This is an optimization exercise on Yosys and OpenROAD, whose aim is small area, not a production implementation. The RTL was checked by simulation tests, not by an equivalence proof against the original design.

==> inputs of trial 42 <==
==> flow/design.v <==
module canhk_frame_fifo #(
    parameter BYTES  = 64,    
    parameter FRAMES = 10,    
    parameter AW     = 6,     
    parameter FW     = 4,     
    parameter MSG    = 0      
) (
    input  wire          clk,
    input  wire          rst,
    input  wire          wr_en,     
    input  wire [7:0]    wr_data,
    input  wire          wr_end,    
    output wire          rd_valid,
    output wire [7:0]    rd_data,
    output wire          rd_last,
    input  wire          rd_ready,
    output reg  [FW-1:0] frames,
    output reg  [15:0]   drops
);
    reg [7:0]  mem [0:BYTES-1];
    reg [AW:0] rd_ptr;             
    reg [AW:0] wr_ptr;             
    reg [AW:0] cm_ptr;             
    reg        ovf;                
    wire        full    = (wr_ptr[AW-1:0] == rd_ptr[AW-1:0]) && (wr_ptr[AW] != rd_ptr[AW]);
    wire        wr_ok   = wr_en && !full && !ovf;
    wire        ovf_now = ovf || (wr_en && full);
    wire        push_ok = wr_end && !ovf_now && (frames != FRAMES);
    wire        drop    = wr_end && !push_ok;
    wire [7:0] rd_mem;
    genvar gi;
    generate for (gi = 0; gi < BYTES; gi = gi + 1) begin : g_row
        always @(posedge clk) begin
            if (!full && wr_ptr[AW-1:0] == gi)
                mem[gi] <= wr_data;
        end
    end endgenerate
    integer ri;
    reg [7:0] rd_or;
    always @(*) begin
        rd_or = 8'd0;
        for (ri = 0; ri < BYTES; ri = ri + 1)
            rd_or = rd_or | (mem[ri] & {8{rd_ptr[AW-1:0] == ri}});
    end
    assign rd_mem = rd_or;
    localparam HL = MSG ? 6 : 4;
    localparam RW = MSG ? 7 : 8;
    reg [2:0]    pos;
    reg [RW-1:0] rem;
    reg          sync;
    assign rd_valid = (frames != 0);
    assign rd_data  = rd_mem;
    wire at_len = (pos == HL - 1);
    wire in_pay = (pos == 3'd7);
    generate if (MSG) begin : g_msg
        assign rd_last = (at_len || in_pay) && (rem == 0);
    end else begin : g_ctl
        assign rd_last = (at_len && (sync || rd_data == 8'h00)) ||
                         (in_pay && rem == 0);
    end endgenerate
    wire pop      = rd_valid && rd_ready;
    wire pop_last = pop && rd_last;
    always @(posedge clk) begin
        if (rst) begin
            pos  <= 3'd0;
            rem  <= {RW{1'b0}};
            sync <= 1'b0;
        end else if (pop) begin
            if (rd_last) begin
                pos <= 3'd0;
            end else if (at_len) begin
                pos <= 3'd7;
                if (!MSG)
                    rem <= rd_data - 1'b1;
                else
                    rem <= rem - 1'b1;
            end else if (in_pay) begin
                rem <= rem - 1'b1;
            end else begin
                pos <= pos + 1'b1;
                if (pos == 3'd0)
                    sync <= (rd_data == 8'h5A) || (rd_data == 8'hA5);
                if (MSG && pos == 3'd4)
                    rem <= rd_data[RW-1:0];
            end
        end
    end
    always @(posedge clk) begin
        if (rst) begin
            rd_ptr <= 0;
            wr_ptr <= 0;
            cm_ptr <= 0;
            ovf    <= 1'b0;
            frames <= 0;
            drops  <= 16'd0;
        end else begin
            if (pop)
                rd_ptr <= rd_ptr + 1'b1;
            if (wr_end) begin
                ovf <= 1'b0;
                if (push_ok) begin
                    wr_ptr <= wr_ptr + 1'b1;
                    cm_ptr <= wr_ptr + 1'b1;
                end else begin
                    wr_ptr <= cm_ptr;
                end
            end else begin
                if (wr_ok)
                    wr_ptr <= wr_ptr + 1'b1;
                if (wr_en && full)
                    ovf <= 1'b1;
            end
            if (push_ok && !pop_last)
                frames <= frames + 1'b1;
            else if (!push_ok && pop_last)
                frames <= frames - 1'b1;
            if (drop)
                drops <= drops + 1'b1;
        end
    end
endmodule
module canhk_rx_engine (
    input  wire        clk,
    input  wire        rst,         
    input  wire        rx_valid,    
    input  wire [7:0]  rx_data,
    input  wire        rx_err,      
    input  wire        stop,        
    output wire        cq_valid,
    output wire [7:0]  cq_data,
    output wire        cq_last,
    input  wire        cq_ready,
    output wire        mq_valid,
    output wire [7:0]  mq_data,
    output wire        mq_last,
    input  wire        mq_ready,
    output wire [3:0]  cq_frames,
    output wire [4:0]  mq_frames,
    output wire [15:0] drop_c,
    output wire [15:0] drop_m,
    output wire        running,
    output wire        fatal,
    output wire        rx_busy
);
    localparam [7:0] CMD_MESSAGE     = 8'h40;
    localparam [7:0] CMD_SYNC        = 8'hA5;
    localparam [7:0] CMD_SYNC_ANSWER = 8'h5A;
    reg        run;
    reg        fatal_r;
    reg [2:0]  pos;
    reg        msg;       
    reg        sync;      
    reg [15:0] rem;
    wire byte_in = run && rx_valid && !rx_err;
    wire first   = (pos == 3'd0);
    wire take    = byte_in && !(first && rx_data == 8'h00);
    wire is_msg  = first ? (rx_data == CMD_MESSAGE) : msg;
    wire in_pay  = (pos == 3'd7);
    wire done    = in_pay ? (rem == 16'd1) :
                   msg    ? (pos == 3'd5 && rx_data == 8'h00 && rem[7:0] == 8'h00) :
                            (pos == 3'd3 && (sync || rx_data == 8'h00));
    wire at_len  = msg ? (pos == 3'd5) : (pos == 3'd3);
    always @(posedge clk) begin
        if (rst) begin
            run     <= 1'b1;
            fatal_r <= 1'b0;
            pos     <= 3'd0;
            msg     <= 1'b0;
            sync    <= 1'b0;
            rem     <= 16'd0;
        end else begin
            if (run && rx_err) begin
                run     <= 1'b0;
                fatal_r <= 1'b1;
            end else if (stop) begin
                run <= 1'b0;
            end
            if (take) begin
                if (done) begin
                    pos <= 3'd0;
                end else if (in_pay) begin
                    rem <= rem - 1'b1;
                end else if (at_len) begin
                    pos <= 3'd7;
                    if (msg)
                        rem[15:8] <= rx_data;
                    else
                        rem <= {8'd0, rx_data};
                end else begin
                    pos <= pos + 1'b1;
                    if (first) begin
                        msg  <= (rx_data == CMD_MESSAGE);
                        sync <= (rx_data == CMD_SYNC) || (rx_data == CMD_SYNC_ANSWER);
                    end
                    if (pos == 3'd4)
                        rem[7:0] <= rx_data;
                end
            end
        end
    end
    canhk_frame_fifo #(.BYTES(64), .FRAMES(10), .AW(6), .FW(4), .MSG(0)) u_cq (
        .clk      (clk),
        .rst      (rst),
        .wr_en    (take && !is_msg),
        .wr_data  (rx_data),
        .wr_end   (take && !is_msg && done),
        .rd_valid (cq_valid),
        .rd_data  (cq_data),
        .rd_last  (cq_last),
        .rd_ready (cq_ready),
        .frames   (cq_frames),
        .drops    (drop_c)
    );
    canhk_frame_fifo #(.BYTES(128), .FRAMES(16), .AW(7), .FW(5), .MSG(1)) u_mq (
        .clk      (clk),
        .rst      (rst),
        .wr_en    (take && is_msg),
        .wr_data  (rx_data),
        .wr_end   (take && is_msg && done),
        .rd_valid (mq_valid),
        .rd_data  (mq_data),
        .rd_last  (mq_last),
        .rd_ready (mq_ready),
        .frames   (mq_frames),
        .drops    (drop_m)
    );
    assign running = run;
    assign fatal   = fatal_r;
    assign rx_busy = !first;
endmodule
==> flow/run.sh <==
#!/bin/bash
# synth_recipe.tcl (not shown) runs the flow's synth.tcl, then flattens the netlist and writes it again
# the make line also repeats each setting of config.mk as NAME=value (left out here)
make -C /OpenROAD-flow-scripts/flow DESIGN_CONFIG=/design/flow/config.mk WORK_HOME=/design/flow/orfs CLKGATE_MAP_FILE= SYNTH_SCRIPT=/design/flow/synth_recipe.tcl finish
==> flow/config.mk <==
export PLATFORM = sky130hd
export DESIGN_NAME = canhk_rx_engine
export DESIGN_NICKNAME = canhk_rx_engine
export VERILOG_FILES = /design/flow/design.v
export SDC_FILE = /design/flow/constraint.sdc
export NUM_CORES = 4
export LEC_CHECK = 0
export CAP_MARGIN = 20
export CORE_MARGIN = 2
export CORE_UTILIZATION = 40
export CTS_BUF_LIST = sky130_fd_sc_hd__clkbuf_16
export CTS_CLUSTER_DIAMETER = 80
export CTS_CLUSTER_SIZE = 28
export SLEW_MARGIN = 20
==> flow/constraint.sdc <==
create_clock -name core_clock -period 10.0 [get_ports {clk}]
set_input_delay 2.0000 -clock core_clock [delete_from_list [all_inputs] [get_ports {clk}]]
set_output_delay 2.0000 -clock core_clock [all_outputs]
set_load 0.01 [all_outputs]
==> trial 77: changes against trial 42 <==
--- a/flow/design.v
+++ b/flow/design.v
@@ -18,11 +18,12 @@
     output reg  [15:0]   drops
 );
     reg [7:0]  mem [0:BYTES-1];
-    reg [AW:0] rd_ptr;             
-    reg [AW:0] wr_ptr;             
-    reg [AW:0] cm_ptr;             
-    reg        ovf;                
-    wire        full    = (wr_ptr[AW-1:0] == rd_ptr[AW-1:0]) && (wr_ptr[AW] != rd_ptr[AW]);
+    reg [AW-1:0] rd_ptr;           
+    reg [AW-1:0] wr_ptr;           
+    reg [AW-1:0] cm_ptr;           
+    reg          ovf;              
+    reg          inp;              
+    wire        full    = (wr_ptr == rd_ptr) && (frames != 0 || inp);
     wire        wr_ok   = wr_en && !full && !ovf;
     wire        ovf_now = ovf || (wr_en && full);
     wire        push_ok = wr_end && !ovf_now && (frames != FRAMES);
@@ -30,21 +31,22 @@
     wire [7:0] rd_mem;
     genvar gi;
     generate for (gi = 0; gi < BYTES; gi = gi + 1) begin : g_row
-        always @(posedge clk) begin
-            if (!full && wr_ptr[AW-1:0] == gi)
-                mem[gi] <= wr_data;
-        end
+        wire sel  = !full && (wr_ptr == gi);
+        wire keep = !sel;
+        wire put  = sel && wr_en;
+        always @(posedge clk)
+            mem[gi] <= (mem[gi] & {8{keep}}) | (wr_data & {8{put}});
     end endgenerate
     integer ri;
     reg [7:0] rd_or;
     always @(*) begin
         rd_or = 8'd0;
         for (ri = 0; ri < BYTES; ri = ri + 1)
-            rd_or = rd_or | (mem[ri] & {8{rd_ptr[AW-1:0] == ri}});
+            rd_or = rd_or | (mem[ri] & {8{rd_ptr == ri}});
     end
     assign rd_mem = rd_or;
     localparam HL = MSG ? 6 : 4;
-    localparam RW = MSG ? 7 : 8;
+    localparam RW = MSG ? 7 : 6;    
     reg [2:0]    pos;
     reg [RW-1:0] rem;
     reg          sync;
@@ -63,8 +65,6 @@
     always @(posedge clk) begin
         if (rst) begin
             pos  <= 3'd0;
-            rem  <= {RW{1'b0}};
-            sync <= 1'b0;
         end else if (pop) begin
             if (rd_last) begin
                 pos <= 3'd0;
@@ -91,6 +91,7 @@
             wr_ptr <= 0;
             cm_ptr <= 0;
             ovf    <= 1'b0;
+            inp    <= 1'b0;
             frames <= 0;
             drops  <= 16'd0;
         end else begin
@@ -98,6 +99,7 @@
                 rd_ptr <= rd_ptr + 1'b1;
             if (wr_end) begin
                 ovf <= 1'b0;
+                inp <= 1'b0;
                 if (push_ok) begin
                     wr_ptr <= wr_ptr + 1'b1;
                     cm_ptr <= wr_ptr + 1'b1;
@@ -105,8 +107,10 @@
                     wr_ptr <= cm_ptr;
                 end
             end else begin
-                if (wr_ok)
+                if (wr_ok) begin
                     wr_ptr <= wr_ptr + 1'b1;
+                    inp    <= 1'b1;
+                end
                 if (wr_en && full)
                     ovf <= 1'b1;
             end
@@ -165,9 +169,6 @@
             run     <= 1'b1;
             fatal_r <= 1'b0;
             pos     <= 3'd0;
-            msg     <= 1'b0;
-            sync    <= 1'b0;
-            rem     <= 16'd0;
         end else begin
             if (run && rx_err) begin
                 run     <= 1'b0;
==> flow/flow/run.sh (new file) <==
#!/bin/bash
# Own layout flow: the standard flow, except that the synthesised netlist
# comes from the standard synthesis script with an area-oriented ABC mapping
# (flow/area_synth.tcl), and two layout arguments differ (below). The
# standard synthesis runs first; its netlist is replaced only when both have
# the same registers.
set -euo pipefail
W=$(pwd)
R=$W/orfs/results/$FLOW_PLATFORM/canhk_rx_engine/base

bash standard.sh synth > $W/synth_standard.log 2>&1
cp $R/1_2_yosys.v $W/standard_1_2_yosys.v

sed -e "s#SYNTH_SCRIPT=[^ ]*#SYNTH_SCRIPT=$W/flow/area_synth.tcl#" \
    -e "s#WORK_HOME=[^ ]*#WORK_HOME=$W/orfs_area#" standard.sh > $W/area_synth.sh
bash $W/area_synth.sh synth > $W/synth_area.log 2>&1
A=$W/orfs_area/results/$FLOW_PLATFORM/canhk_rx_engine/base/1_2_yosys.v

if python3 $W/flow/regs.py $R/1_2_yosys.v $A > $W/regs_check.log 2>&1; then
  cp $A $R/1_2_yosys.v
  touch $R/1_2_yosys.v
fi

export CTS_ARGS="-sink_clustering_enable -repair_clock_nets -sink_clustering_size 16 -sink_clustering_max_diameter 60 -buf_list sky130_fd_sc_hd__clkbuf_8 -dont_use_dummy_load"
export BUFFER_PORTS_ARGS="-buffer_cell sky130_fd_sc_hd__buf_1"
bash standard.sh finish > $W/layout.log 2>&1
==> flow/flow/area.abc (new file) <==
&get -n
&st
&syn2
&dch
&nf -R 1000 -F 8 -p
&put
==> flow/flow/area_synth.tcl (new file) <==
# The standard synthesis script (synth_recipe.tcl), with one change: the
# combinational logic is mapped by an area-oriented ABC script (area.abc)
# instead of ORFS's delay-oriented one. Registers are not touched by ABC, so
# they keep the standard synthesis's names and cell types.
set ::area_abc [file join [file dirname [file normalize [info script]]] area.abc]
proc abc {args} {
  set i [lsearch -exact $args -script]
  if { $i >= 0 } {
    set args [lreplace $args [expr {$i + 1}] [expr {$i + 1}] $::area_abc]
  }
  yosys abc {*}$args
}
proc synth {args} { yosys synth -nofsm -noshare {*}$args }
source $::env(SCRIPTS_DIR)/synth.tcl
# left out here: clear keep_hierarchy, flatten, clean up, hide names made inside functions, write 1_2_yosys.v
==> flow/flow/regs.py (new file) <==
# regs.py A.v B.v: exit 0 when both netlists have the same registers
# (instance name and cell type without its drive strength).
import re, sys
def regs(path):
    out = set()
    for m in re.finditer(r'^\s*sky130_fd_sc_hd__(\w+?)_\d+\s+(\S+)\s*\(', open(path).read(), re.M):
        cell, name = m.groups()
        if re.match(r'(e|s)?df|dl', cell):
            out.add((cell, name))
    return out
a, b = regs(sys.argv[1]), regs(sys.argv[2])
print(f"registers: {len(a)} standard, {len(b)} own, {len(a ^ b)} differ")
sys.exit(0 if a == b and a else 1)
==> flow/standard.sh (new file) <==
#!/bin/bash
# synth_recipe.tcl (not shown) runs the flow's synth.tcl, then flattens the netlist and writes it again
# the make line also repeats each setting of config.mk as NAME=value (left out here)
make -C /OpenROAD-flow-scripts/flow DESIGN_CONFIG=/design/flow/config.mk WORK_HOME=/design/flow/orfs CLKGATE_MAP_FILE= SYNTH_SCRIPT=/design/flow/synth_recipe.tcl "${@:-finish}"
--- a/flow/config.mk
+++ b/flow/config.mk
@@ -7,8 +7,10 @@
 export LEC_CHECK = 0
 export CAP_MARGIN = 20
 export CORE_MARGIN = 2
-export CORE_UTILIZATION = 40
-export CTS_BUF_LIST = sky130_fd_sc_hd__clkbuf_16
-export CTS_CLUSTER_DIAMETER = 80
-export CTS_CLUSTER_SIZE = 28
+export CORE_UTILIZATION = 65
+export CTS_BUF_LIST = sky130_fd_sc_hd__clkbuf_8
+export CTS_CLUSTER_DIAMETER = 60
+export CTS_CLUSTER_SIZE = 16
+export GPL_TIMING_DRIVEN = 0
+export PLACE_DENSITY = 0.85
 export SLEW_MARGIN = 20
removed: flow/run.sh
==> trial 45: changes against trial 42 <==
--- a/flow/design.v
+++ b/flow/design.v
@@ -18,11 +18,12 @@
     output reg  [15:0]   drops
 );
     reg [7:0]  mem [0:BYTES-1];
-    reg [AW:0] rd_ptr;             
-    reg [AW:0] wr_ptr;             
-    reg [AW:0] cm_ptr;             
-    reg        ovf;                
-    wire        full    = (wr_ptr[AW-1:0] == rd_ptr[AW-1:0]) && (wr_ptr[AW] != rd_ptr[AW]);
+    reg [AW-1:0] rd_ptr;           
+    reg [AW-1:0] wr_ptr;           
+    reg [AW-1:0] cm_ptr;           
+    reg          ovf;              
+    reg          inp;              
+    wire        full    = (wr_ptr == rd_ptr) && (frames != 0 || inp);
     wire        wr_ok   = wr_en && !full && !ovf;
     wire        ovf_now = ovf || (wr_en && full);
     wire        push_ok = wr_end && !ovf_now && (frames != FRAMES);
@@ -30,17 +31,18 @@
     wire [7:0] rd_mem;
     genvar gi;
     generate for (gi = 0; gi < BYTES; gi = gi + 1) begin : g_row
-        always @(posedge clk) begin
-            if (!full && wr_ptr[AW-1:0] == gi)
-                mem[gi] <= wr_data;
-        end
+        wire sel  = !full && (wr_ptr == gi);
+        wire keep = !sel;
+        wire put  = sel && wr_en;
+        always @(posedge clk)
+            mem[gi] <= (mem[gi] & {8{keep}}) | (wr_data & {8{put}});
     end endgenerate
     integer ri;
     reg [7:0] rd_or;
     always @(*) begin
         rd_or = 8'd0;
         for (ri = 0; ri < BYTES; ri = ri + 1)
-            rd_or = rd_or | (mem[ri] & {8{rd_ptr[AW-1:0] == ri}});
+            rd_or = rd_or | (mem[ri] & {8{rd_ptr == ri}});
     end
     assign rd_mem = rd_or;
     localparam HL = MSG ? 6 : 4;
@@ -63,8 +65,6 @@
     always @(posedge clk) begin
         if (rst) begin
             pos  <= 3'd0;
-            rem  <= {RW{1'b0}};
-            sync <= 1'b0;
         end else if (pop) begin
             if (rd_last) begin
                 pos <= 3'd0;
@@ -91,6 +91,7 @@
             wr_ptr <= 0;
             cm_ptr <= 0;
             ovf    <= 1'b0;
+            inp    <= 1'b0;
             frames <= 0;
             drops  <= 16'd0;
         end else begin
@@ -98,6 +99,7 @@
                 rd_ptr <= rd_ptr + 1'b1;
             if (wr_end) begin
                 ovf <= 1'b0;
+                inp <= 1'b0;
                 if (push_ok) begin
                     wr_ptr <= wr_ptr + 1'b1;
                     cm_ptr <= wr_ptr + 1'b1;
@@ -105,8 +107,10 @@
                     wr_ptr <= cm_ptr;
                 end
             end else begin
-                if (wr_ok)
+                if (wr_ok) begin
                     wr_ptr <= wr_ptr + 1'b1;
+                    inp    <= 1'b1;
+                end
                 if (wr_en && full)
                     ovf <= 1'b1;
             end
@@ -165,9 +169,6 @@
             run     <= 1'b1;
             fatal_r <= 1'b0;
             pos     <= 3'd0;
-            msg     <= 1'b0;
-            sync    <= 1'b0;
-            rem     <= 16'd0;
         end else begin
             if (run && rx_err) begin
                 run     <= 1'b0;
==> flow/flow/run.sh (new file) <==
#!/bin/bash
# Own layout flow: the standard flow, except that the synthesised netlist
# comes from the standard synthesis script with an area-oriented ABC mapping
# (flow/area_synth.tcl), and two layout arguments differ (below). The
# standard synthesis runs first; its netlist is replaced only when both have
# the same registers.
set -euo pipefail
W=$(pwd)
R=$W/orfs/results/$FLOW_PLATFORM/canhk_rx_engine/base

bash standard.sh synth > $W/synth_standard.log 2>&1
cp $R/1_2_yosys.v $W/standard_1_2_yosys.v

sed -e "s#SYNTH_SCRIPT=[^ ]*#SYNTH_SCRIPT=$W/flow/area_synth.tcl#" \
    -e "s#WORK_HOME=[^ ]*#WORK_HOME=$W/orfs_area#" standard.sh > $W/area_synth.sh
bash $W/area_synth.sh synth > $W/synth_area.log 2>&1
A=$W/orfs_area/results/$FLOW_PLATFORM/canhk_rx_engine/base/1_2_yosys.v

if python3 $W/flow/regs.py $R/1_2_yosys.v $A > $W/regs_check.log 2>&1; then
  cp $A $R/1_2_yosys.v
  touch $R/1_2_yosys.v
fi

export CTS_ARGS="-sink_clustering_enable -repair_clock_nets -sink_clustering_size 16 -sink_clustering_max_diameter 60 -buf_list sky130_fd_sc_hd__clkbuf_8 -dont_use_dummy_load"
export BUFFER_PORTS_ARGS="-buffer_cell sky130_fd_sc_hd__buf_1"
bash standard.sh finish > $W/layout.log 2>&1
==> flow/flow/area.abc (new file) <==
&get -n
&st
&syn2
&dch
&nf -R 1000 -F 8 -p
&put
==> flow/flow/area_synth.tcl (new file) <==
# The standard synthesis script (synth_recipe.tcl), with one change: the
# combinational logic is mapped by an area-oriented ABC script (area.abc)
# instead of ORFS's delay-oriented one. Registers are not touched by ABC, so
# they keep the standard synthesis's names and cell types.
set ::area_abc [file join [file dirname [file normalize [info script]]] area.abc]
proc abc {args} {
  set i [lsearch -exact $args -script]
  if { $i >= 0 } {
    set args [lreplace $args [expr {$i + 1}] [expr {$i + 1}] $::area_abc]
  }
  yosys abc {*}$args
}
proc synth {args} { yosys synth -nofsm -noshare {*}$args }
source $::env(SCRIPTS_DIR)/synth.tcl
# left out here: clear keep_hierarchy, flatten, clean up, hide names made inside functions, write 1_2_yosys.v
==> flow/flow/regs.py (new file) <==
# regs.py A.v B.v: exit 0 when both netlists have the same registers
# (instance name and cell type without its drive strength).
import re, sys
def regs(path):
    out = set()
    for m in re.finditer(r'^\s*sky130_fd_sc_hd__(\w+?)_\d+\s+(\S+)\s*\(', open(path).read(), re.M):
        cell, name = m.groups()
        if re.match(r'(e|s)?df|dl', cell):
            out.add((cell, name))
    return out
a, b = regs(sys.argv[1]), regs(sys.argv[2])
print(f"registers: {len(a)} standard, {len(b)} own, {len(a ^ b)} differ")
sys.exit(0 if a == b and a else 1)
==> flow/standard.sh (new file) <==
#!/bin/bash
# synth_recipe.tcl (not shown) runs the flow's synth.tcl, then flattens the netlist and writes it again
# the make line also repeats each setting of config.mk as NAME=value (left out here)
make -C /OpenROAD-flow-scripts/flow DESIGN_CONFIG=/design/flow/config.mk WORK_HOME=/design/flow/orfs CLKGATE_MAP_FILE= SYNTH_SCRIPT=/design/flow/synth_recipe.tcl "${@:-finish}"
--- a/flow/config.mk
+++ b/flow/config.mk
@@ -8,7 +8,8 @@
 export CAP_MARGIN = 20
 export CORE_MARGIN = 2
 export CORE_UTILIZATION = 40
-export CTS_BUF_LIST = sky130_fd_sc_hd__clkbuf_16
-export CTS_CLUSTER_DIAMETER = 80
-export CTS_CLUSTER_SIZE = 28
+export CTS_BUF_LIST = sky130_fd_sc_hd__clkbuf_8
+export CTS_CLUSTER_DIAMETER = 60
+export CTS_CLUSTER_SIZE = 16
+export GPL_TIMING_DRIVEN = 0
 export SLEW_MARGIN = 20
removed: flow/run.sh
==> comparison <==
Utilization, lowest first: trial 45, trial 42, trial 77.
Trial 77 finished clean. Trial 45 completed with no timing, DRC or antenna violations. Trial 42 finished clean.
The lowest first-iteration DRC count belongs to trial 45, the highest to trial 77.
Hold slack: trial 42 > trial 77 > trial 45.
The lowest sequential share of layout area belongs to trial 45, the highest to trial 42.
Count of clock-buffer cells in the layout: trial 42 < trial 77 < trial 45.
The lowest register-to-register slack belongs to trial 77, the highest to trial 42.

## afterwards: timing with drivers on the ports
Ports are ideal in the flow. The routed layouts listed here were re-timed in OpenROAD.
Step 1 sets driving cells, clkbuf_16 on the clock port and buf_2 on the other inputs (assumed; they add their load-dependent delay and slew).
Step 2 moves the port delays by t, midway between the first and last clock arrival at a register: inputs arrive t later, outputs are due t later. That takes back most of the time a late clock gives input paths.
a / b / c = ideal ports / drivers / drivers and shift; a / b = the first two.
run	shift t [ns]	slack for setup (ns)	worst setup path at the end	latest minus earliest clock arrival (ns)	slew at the worst register clock pin (ns)
trial 42	0.851	1.811 / 1.716 / 2.567	register to output	0.077 / 0.077	0.12 / 0.12
trial 77	0.885	1.097 / 1.029 / 1.881	register to register	0.160 / 0.160	0.11 / 0.11
trial 45	0.953	0.881 / 0.802 / 1.755	register to output	0.135 / 0.135	0.12 / 0.12
After both steps setup and hold are still met in every run listed.
